Context: an optimization exercise on an open-source flow, tuned for small area, a short achievable clock period and few clock cycles. The choices shown serve that exercise and are no tape-out recipe.
Only simulation tests tie the RTL to the original design; equivalence was not proved.

==> pepper: inputs <==
Design syncchan, start of the top module:
module syncchan (
    input             clk,
    input             rst,           
    input      [8:0]  prog_len,      
    input      [63:0] sprite,        
    output     [7:0]  prog_addr,
    input      [15:0] prog_data,
    input             rel_valid,     
    input      [7:0]  rel_data,
    output            held,          
    output            tx_valid,      
    output     [7:0]  tx_data,
    output            io_rd,
    output            io_wr,
    output     [15:0] io_addr,
    output     [7:0]  io_wdata,
    input      [7:0]  io_rdata,
    output            draw_valid,
    output     [1:0]  draw_op,       
    output     [8:0]  draw_x,
    output     [7:0]  draw_y,
    output            done,
    output            fault,
    output     [1:0]  fault_cause,   
    output     [15:0] fault_info     
);
clock: 10.0 ns
lec_check: 0
cap_margin: 20
core_margin: 2
core_utilization: 40
setup_slack_margin: 5
slew_margin: 20
run.sh (not shown) runs the stock make flow with config.mk's settings and CLKGATE_MAP_FILE= SYNTH_SCRIPT=/design/flow/synth_recipe.tcl, a recipe that flattens the netlist after the stock synthesis.
==> lagoon (differences from pepper) <==
--- a/flow/design.v
+++ b/flow/design.v
@@ -37,14 +37,12 @@
     reg [1:0]  ir_fcause;
     reg        ir_wait;      
     reg        ir_jmp;       
     reg        ir_prep;      
     reg [2:0]  step;
     reg        rel;          
-    reg [7:0]  jw_tag;
-    reg        jw_v;
     reg [7:0]  txr;          
     reg        rpass;        
     reg [2:0]  rj;           
     reg [7:0]  rem;          
     reg        ax;           
     reg        bv;           
@@ -166,15 +164,14 @@
     assign draw_y  = is_render ? by : is_pbtn ? {7'd0, mb[arg[1:0]]} : wpos;
     wire [2:0] c0;                    
     wire [7:0] rem_rest;
     wire       rlast_row = (rem_rest == 8'h00);
     reg cmd_last;
     always @(*) begin
-        if (ir_wait)
-            cmd_last = go;
-        else case (op)
+        case (op)
+            4'h1:          cmd_last = go;
             4'h3, 4'h4:    cmd_last = step[0] && !ir_prep;
             4'h5:          cmd_last = (step == 3'd7);
             4'h7:          cmd_last = (step == 3'd5);
             4'h9:          cmd_last = ax;
             default:       cmd_last = 1'b1;
         endcase
@@ -257,19 +254,17 @@
     assign rem_rest = rem & ~(8'd1 << c0);
     wire [7:0] rax = rpass ? px : ppx;
     wire [7:0] ray = rpass ? py : ppy;
     wire fetch = (state == S_FETCH) || (run && cmd_last);
     wire at_end = !(exec && ir_jmp) && (na == prog_len);
     wire rfetch = fetch && !at_end && (prog_data == 16'h0900);
-    wire fuse = jw_v && (fop == OP_JMP) && (farg == jw_tag);
     always @(posedge clk) begin
         if (rst) begin
             state <= S_FETCH;
             na    <= 9'd0;
             rel   <= 1'b0;
-            jw_v  <= 1'b0;
             kf_v <= 1'b0; joy_v <= 1'b0; m_v <= 1'b0; pm_v <= 1'b0; pp_v <= 1'b0;
             px <= PX_RESET; py <= PY_RESET; wpos <= WPOS_RESET;
         end else begin
             if (run && ir_wait && go)
                 rel <= 1'b0;                         
             else if (rel_valid)
@@ -278,17 +273,15 @@
                 state <= S_FAULT;
             else if (fetch) begin
                 if (at_end)
                     state <= S_DONE;
                 else begin
                     state <= S_EXEC;
-                    na    <= {1'b0, fuse ? farg : prog_addr} + 9'd1;
+                    na    <= {1'b0, prog_addr} + 9'd1;
                 end
             end
-            if (fetch && exec && ir_jmp)
-                jw_v <= (prog_data == 16'h0100);
             kf_v <= kf_vn; joy_v <= joy_vn; m_v <= m_vn; pm_v <= pm_vn; pp_v <= pp_vn;
             if (wr_ps) begin
                 px <= px_next; py <= py_next; wpos <= wpos_next;
             end
         end
         if (wr_kf) kf[step] <= io_rdata[4:0];
@@ -320,20 +313,18 @@
                 else begin
                     rpass <= lp; rj <= lj; rem <= lmask;
                 end
             end else
                 rem <= rem_rest;
         end
-        if (fetch && exec && ir_jmp)
-            jw_tag <= arg;
         if (fetch) begin
             ir        <= prog_data;
             step      <= 3'd0;
             ir_fault  <= f_illegal || f_unw || f_badtgt;
             ir_fcause <= f_illegal ? F_ILLEGAL : f_badtgt ? F_BADTARGET : F_UNWRITTEN;
-            ir_wait   <= fuse || (prog_data == 16'h0100);
-            ir_jmp    <= !fuse && (fop == OP_JMP);
+            ir_wait   <= (prog_data == 16'h0100);
+            ir_jmp    <= (fop == OP_JMP);
             ir_prep   <= (fop == OP_EMITH) && f_slow;
             txr       <= f_tx;
         end
     end
 endmodule
CORE_UTILIZATION = 65   (was 40)
==> yarrow (differences from pepper) <==
--- a/flow/design.v
+++ b/flow/design.v
@@ -4,24 +4,24 @@
     input      [8:0]  prog_len,      
     input      [63:0] sprite,        
     output     [7:0]  prog_addr,
     input      [15:0] prog_data,
     input             rel_valid,     
     input      [7:0]  rel_data,
-    output            held,          
-    output            tx_valid,      
-    output     [7:0]  tx_data,
-    output            io_rd,
-    output            io_wr,
+    output reg        held,          
+    output reg        tx_valid,      
+    output reg [7:0]  tx_data,
+    output reg        io_rd,
+    output reg        io_wr,
     output     [15:0] io_addr,
     output     [7:0]  io_wdata,
     input      [7:0]  io_rdata,
-    output            draw_valid,
-    output     [1:0]  draw_op,       
-    output     [8:0]  draw_x,
-    output     [7:0]  draw_y,
+    output reg        draw_valid,
+    output reg [1:0]  draw_op,       
+    output reg [8:0]  draw_x,
+    output reg [7:0]  draw_y,
     output            done,
     output            fault,
     output     [1:0]  fault_cause,   
     output     [15:0] fault_info     
 );
     localparam [7:0]  PX_RESET = 8'd128, PY_RESET = 8'd96, WPOS_RESET = 8'd0;
@@ -39,21 +39,20 @@
     reg        ir_jmp;       
     reg        ir_prep;      
     reg [2:0]  step;
     reg        rel;          
     reg [7:0]  jw_tag;
     reg        jw_v;
-    reg [7:0]  txr;          
+    reg [7:0]  io_hi;        
+    reg        io_kb, io_joy;    
     reg        rpass;        
     reg [2:0]  rj;           
     reg [7:0]  rem;          
     reg        ax;           
-    reg        bv;           
-    reg        bop;
-    reg [8:0]  bx;
-    reg [7:0]  by;
+    reg        rrun;         
+    reg [3:0]  nj1;          
     reg [4:0] kf [0:7];      
     reg [7:0] joy;
     reg [7:0] mx, my, mb, pmx, pmy, pmb;
     reg [7:0] ppx, ppy, pwpos;
     reg       kf_v, joy_v, m_v, pm_v, pp_v;
     reg [7:0] px, py, wpos;
@@ -126,16 +125,19 @@
     wire dy_small = (dy[7:3] == 5'b00000) || (dy[7:3] == 5'b11111 && dy[2:0] != 3'd0);
     wire x_wrap = x1[8];
     wire [3:0] sdx_next = 4'd0 - dx[3:0];
     wire [3:0] sdy_next = 4'd0 - dy[3:0];
     wire       sfar_next = !dx_small || !dy_small || x_wrap || y_hi || y_lo;
     wire go = rel | (rel_valid & (rel_data != 8'h00));
-    assign prog_addr = (exec && ir_jmp) ? arg : na[7:0];
+    assign prog_addr = na[7:0];
     assign done  = (state == S_DONE);
     assign fault = (state == S_FAULT);
     assign fault_cause = ir_fcause;
+    assign fault_info  = ir;
+    assign io_addr  = {io_hi, ~io_joy, ~io_joy, io_kb, 3'b111, ~io_wr, ~io_kb};
+    assign io_wdata = {6'd0, io_wr && (step[2] || step[1]), io_wr && !step[1]};
     reg [7:0] fname;
     always @(*) begin
         case (op)
             4'h4: begin
                 case (arg[4:0])
                     5'h0F: fname = m_v ? 8'h0C : 8'h09;
@@ -148,25 +150,12 @@
             4'h9:    fname = 8'h14;
             4'hA:    fname = 8'h0B;
             4'hB:    fname = 8'h17;
             default: fname = arg;
         endcase
     end
-    assign fault_info  = (ir_fcause == F_ILLEGAL) ? ir : {8'h00, fname};
-    assign held = exec && ir_wait && !rel;
-    assign tx_valid = run && (is_emitc || is_emithi || is_emith) && !ir_prep;
-    assign tx_data  = txr;
-    assign io_rd    = run && (is_ksamp || is_jsamp || (is_msamp && step[0]));
-    assign io_wr    = run && is_msamp && !step[0];
-    assign io_addr  = is_ksamp ? {~(8'd1 << step), 8'hFE} :
-                      is_jsamp ? 16'h001F : {8'h00, 6'b110111, step[0], 1'b1};
-    assign io_wdata = {6'd0, (is_msamp && !step[0]) ? step[2:1] + 2'd1 : 2'd0};
-    assign draw_valid = run && ((is_render && bv) || is_pbtn || is_pscr);
-    assign draw_op = is_render ? {1'b0, bop} : is_pbtn ? 2'd2 : 2'd3;
-    assign draw_x  = is_render ? bx : is_pbtn ? {7'd0, arg[1:0]} : {1'b0, pwpos};
-    assign draw_y  = is_render ? by : is_pbtn ? {7'd0, mb[arg[1:0]]} : wpos;
     wire [2:0] c0;                    
     wire [7:0] rem_rest;
     wire       rlast_row = (rem_rest == 8'h00);
     reg cmd_last;
     always @(*) begin
         if (ir_wait)
@@ -225,25 +214,25 @@
     wire f_badtgt = (fop == OP_JMP) && ({1'b0, farg} >= prog_len);
     wire [7:0] joy_f   = wr_joy ? io_rdata : joy;
     wire [3:0] fast_hi = farg[3] ? joy_f[7:4] : {3'b111, kf[farg[2:0]][4]};
     wire       f_slow  = (farg[4:0] > 5'h08) || (wr_kf && farg[4:0] == 5'h07);
     wire [7:0] f_tx    = (fop == OP_EMITC)  ? farg :
                          (fop == OP_EMITHI) ? hexchar(farg[7:4]) : hexchar(fast_hi);
-    wire [3:0] esdx = wr_ps ? sdx_next : sdx;
-    wire [3:0] esdy = wr_ps ? sdy_next : sdy;
-    wire       efar = wr_ps ? sfar_next : sfar;
-    wire       in_render = run && is_render;
+    wire [3:0] esdx = sdx;
+    wire [3:0] esdy = sdy;
+    wire       efar = sfar;
+    wire       in_render = rrun;
     wire       lp = in_render && (rpass ^ (rj == 3'd7));
     wire [2:0] lj = in_render ? rj + 3'd1 : 3'd0;
     function [7:0] srow(input [2:0] j);    
         integer c;
         for (c = 0; c < 8; c = c + 1)
             srow[c] = sprite[{j, 3'd7 - c[2:0]}];
     endfunction
     wire [7:0] arow = srow(lj);
-    wire [3:0] nj4 = {1'b0, lj} + esdy;          
+    wire [3:0] nj4 = in_render ? nj1 : esdy;     
     wire [7:0] nrow = srow(nj4[2:0]);
     wire [15:0] nrow_ext = esdx[3] ? {nrow, 8'h00} : {8'h00, nrow};
     wire [15:0] nsh_w = nrow_ext >> esdx[2:0];
     wire [7:0]  nsh = (efar || nj4[3]) ? 8'h00 : nsh_w[7:0];
     wire [7:0]  lmask = lp ? arow : (arow & ~nsh);
     reg [2:0] c0r;
@@ -255,40 +244,52 @@
     end
     assign c0 = c0r;
     assign rem_rest = rem & ~(8'd1 << c0);
     wire [7:0] rax = rpass ? px : ppx;
     wire [7:0] ray = rpass ? py : ppy;
     wire fetch = (state == S_FETCH) || (run && cmd_last);
-    wire at_end = !(exec && ir_jmp) && (na == prog_len);
-    wire rfetch = fetch && !at_end && (prog_data == 16'h0900);
+    wire at_end = (na == prog_len);
+    wire fetch_go = fetch && !at_end;
+    wire rfetch = fetch_go && (prog_data == 16'h0900);    
     wire fuse = jw_v && (fop == OP_JMP) && (farg == jw_tag);
+    wire more = run && !cmd_last;             
+    wire rel_n = (run && ir_wait && go) ? 1'b0 : rel_valid ? (rel_data != 8'h00) : rel;
+    wire [7:0] mb_n    = wr_mb ? io_rdata : mb;
+    wire [7:0] pwpos_n = wr_ps ? wpos : pwpos;
+    wire [7:0] wpos_n  = wr_ps ? wpos_next : wpos;
     always @(posedge clk) begin
         if (rst) begin
             state <= S_FETCH;
             na    <= 9'd0;
             rel   <= 1'b0;
             jw_v  <= 1'b0;
+            rrun  <= 1'b0;
+            tx_valid <= 1'b0; io_rd <= 1'b0; io_wr <= 1'b0; draw_valid <= 1'b0; held <= 1'b0;
             kf_v <= 1'b0; joy_v <= 1'b0; m_v <= 1'b0; pm_v <= 1'b0; pp_v <= 1'b0;
             px <= PX_RESET; py <= PY_RESET; wpos <= WPOS_RESET;
         end else begin
             if (run && ir_wait && go)
                 rel <= 1'b0;                         
             else if (rel_valid)
                 rel <= (rel_data != 8'h00);
             if (exec && ir_fault)
                 state <= S_FAULT;
             else if (fetch) begin
                 if (at_end)
                     state <= S_DONE;
-                else begin
+                else
                     state <= S_EXEC;
-                    na    <= {1'b0, fuse ? farg : prog_addr} + 9'd1;
-                end
+                na    <= fuse ? {1'b0, farg} + 9'd1 :
+                         (fop == OP_JMP) ? {1'b0, farg} : na + 9'd1;
             end
             if (fetch && exec && ir_jmp)
                 jw_v <= (prog_data == 16'h0100);
+            if (fetch)
+                rrun <= rfetch && !f_unw;
+            if (exec && ir_fault && ir_fcause != F_ILLEGAL)
+                ir <= {8'h00, fname};
             kf_v <= kf_vn; joy_v <= joy_vn; m_v <= m_vn; pm_v <= pm_vn; pp_v <= pp_vn;
             if (wr_ps) begin
                 px <= px_next; py <= py_next; wpos <= wpos_next;
             end
         end
         if (wr_kf) kf[step] <= io_rdata[4:0];
@@ -296,44 +297,72 @@
         if (wr_pm) begin pmx <= mx; pmy <= my; pmb <= mb; end
         if (wr_mx) mx <= io_rdata;
         if (wr_my) my <= ~io_rdata;
         if (wr_mb) mb <= io_rdata;
         if (wr_ps) begin
             ppx <= px; ppy <= py; pwpos <= wpos;
-            sdx <= sdx_next; sdy <= sdy_next; sfar <= sfar_next;
         end
         if (run && ir_prep)
             ir_prep <= 1'b0;
-        txr <= hexchar(ir_prep ? xr[7:4] : is_emithi ? arg[3:0] : xr[3:0]);
+        tx_data <= hexchar(ir_prep ? xr[7:4] : is_emithi ? arg[3:0] : xr[3:0]);
         if (run && !ir_prep)
             step <= step + 3'd1;
-        bop <= rpass;
-        bx  <= {1'b0, rax} + {6'd0, c0};
-        by  <= ray + {5'd0, rj};
-        if (rfetch) begin
-            rpass <= 1'b0; rj <= 3'd0; rem <= lmask;
-            ax <= 1'b0; bv <= 1'b0;
+        if (fetch) begin
+            rpass <= 1'b0; rj <= 3'd0; rem <= lmask; nj1 <= esdy + 4'd1;
+            ax <= 1'b0;
         end else if (in_render && !ax) begin
-            bv  <= (rem != 8'h00);
             if (rlast_row) begin
                 if (rpass && rj == 3'd7)
                     ax <= 1'b1;
                 else begin
-                    rpass <= lp; rj <= lj; rem <= lmask;
+                    rpass <= lp; rj <= lj; rem <= lmask; nj1 <= nj4 + 4'd1;
                 end
             end else
                 rem <= rem_rest;
         end
         if (fetch && exec && ir_jmp)
             jw_tag <= arg;
+        if (fetch && fop == OP_PSTEP) begin
+            sdx <= sdx_next; sdy <= sdy_next; sfar <= sfar_next;
+        end
         if (fetch) begin
             ir        <= prog_data;
             step      <= 3'd0;
             ir_fault  <= f_illegal || f_unw || f_badtgt;
             ir_fcause <= f_illegal ? F_ILLEGAL : f_badtgt ? F_BADTARGET : F_UNWRITTEN;
             ir_wait   <= fuse || (prog_data == 16'h0100);
             ir_jmp    <= !fuse && (fop == OP_JMP);
             ir_prep   <= (fop == OP_EMITH) && f_slow;
-            txr       <= f_tx;
+            tx_data   <= f_tx;
+        end
+        if (fetch) begin
+            draw_op <= {1'b1, fop[0]};
+            draw_x  <= (fop[0] == 1'b0) ? {7'd0, farg[1:0]} : {1'b0, pwpos_n};
+            draw_y  <= (fop[0] == 1'b0) ? {7'd0, mb_n[farg[1:0]]} : wpos_n;
+            io_hi   <= (fop == OP_KSAMP) ? 8'hFE : 8'h00;
+            io_kb   <= (fop == OP_KSAMP);
+            io_joy  <= (fop == OP_JSAMP);
+        end else begin
+            draw_op <= {1'b0, rpass};
+            draw_x  <= {1'b0, rax} + {6'd0, c0};
+            draw_y  <= ray + {5'd0, rj};
+            io_hi   <= {io_hi[6:0], io_hi[7]};     
+        end
+        if (!rst) begin
+            if (fetch) begin
+                tx_valid   <= !at_end && (fop == OP_EMITC || fop == OP_EMITHI ||
+                              (fop == OP_EMITH && farg[7:5] == 3'd0 && !f_slow && !f_unw));
+                io_rd      <= !at_end && (fop == OP_KSAMP || fop == OP_JSAMP) && farg == 8'h00;
+                io_wr      <= !at_end && fop == OP_MSAMP && farg == 8'h00;
+                draw_valid <= !at_end && ((fop == OP_PBTN && farg[7:2] == 6'd0 && m_vn) ||
+                                          (fop == OP_PSCR && farg == 8'h00 && pp_vn));
+                held       <= !at_end && (prog_data == 16'h0100 || fuse) && !rel_n;
+            end else begin
+                tx_valid   <= more && (is_emithi || is_emith);
+                io_rd      <= more && (is_ksamp || (is_msamp && !step[0]));
+                io_wr      <= more && is_msamp && step[0];
+                draw_valid <= more && is_render && (rem != 8'h00);
+                held       <= more && ir_wait;
+            end
         end
     end
 endmodule
==> flow/flow/run.sh (new file) <==
#!/bin/bash
set -euo pipefail
sed 's/SETUP_SLACK_MARGIN=5/SETUP_SLACK_MARGIN=6.55 "BUFFER_PORTS_ARGS=-buffer_cell sky130_fd_sc_hd__buf_1"/' standard.sh > standard_m.sh
bash standard_m.sh > standard.log 2>&1
==> flow/standard.sh (new file) <==
#!/bin/bash
# synth_recipe.tcl (not shown) runs the flow's synth.tcl, then flattens the netlist and writes it again
# the make line also repeats each setting of config.mk as NAME=value (left out here)
make -C /OpenROAD-flow-scripts/flow DESIGN_CONFIG=/design/flow/config.mk WORK_HOME=/design/flow/orfs CLKGATE_MAP_FILE= SYNTH_SCRIPT=/design/flow/synth_recipe.tcl "${@:-finish}"
ABC_AREA = 1   (was unset)
CTS_CLUSTER_DIAMETER = 100   (was unset)
CTS_CLUSTER_SIZE = 20   (was unset)
PLACE_DENSITY = 0.75   (was unset)
removed: flow/run.sh
==> run_results.csv <==
group,metric,value,unit
global_routing,antenna_found_initial,0,
run_status,status,"complete, no violations",
sta,skew,0.02615,ns
critical_path,critPathBufInv,1,
clock_tree,clk-insertion-delay-late,0.52,ns
the above is filed under yarrow

==> run_results.csv <==
group,metric,value,unit
finish,multi_input_gates,1232,
power_and_ir_drop,pg_seq,1.08,mW
run_status,status,"complete, no violations",
global_routing,antenna_found_initial,1,
critical_path,critPathBufInv,2,
yosys,netlist_top_cells_count,"146 x edfxtp_1, 145 x nand2_1, 108 x nor2_1",
detailed_routing,dr_total_vias,14760,
die,ios,192,
global_routing,grt_pass1_vias,14110,
the above is filed under lagoon

==> run_results.csv <==
group,metric,value,unit
critical_path,crit_required,8.00,ns
placed_design,placed_cell_area,18530,um2
critical_path,critPathBufInv,2,
global_routing,antenna_found_initial,1,
run_status,status,"complete, no violations",
finish,seqCellArea,6487,um2
clock_tree,clk-insertion-delay-late,0.57,ns
the above is filed under pepper

Testbench counts of pepper, summed over its fixed seeds: cycles 11,506.
Testbench counts of lagoon, summed over its fixed seeds: cycles 11,866.
Testbench counts of yarrow, summed over its fixed seeds: cycles 11,506.

==> afterwards: timing with drivers on the ports <==
No port has a modelled driver above. Below, the same layouts with a new extraction and two added sets of constraints.
Step 1 assumes that a clkbuf_16 drives the clock port and a buf_2 every other input.
Step 2 adds t to the input delays and takes it off the output delays; t is the mean of the earliest and latest rising clock arrival at the registers after step 1. Input paths then give back, and output paths get back, about the clock's delay inside the block.
Slacks: ideal / step 1 / step 2; pairs: ideal / step 1.
| run | t (ns) | setup slack, ns | worst setup path at the end | latest minus earliest clock arrival (ns) | worst slew at a driven data input, ns |
|---|---|---|---|---|---|
| pepper | 0.613 | 5.025 / 4.968 / 4.603 | input to register | 0.025 / 0.025 | 0.05 |
| lagoon | 0.589 | 5.067 / 5.017 / 4.634 | input to register | 0.018 / 0.019 | 0.06 |
| yarrow | 0.558 | 6.545 / 6.492 / 6.071 | input to register | 0.026 / 0.026 | 0.05 |
After both steps setup and hold are still met in every run listed. The setup slack of yarrow, which loses most, moves by -0.053 ns with the drivers and by -0.474 ns with both steps.
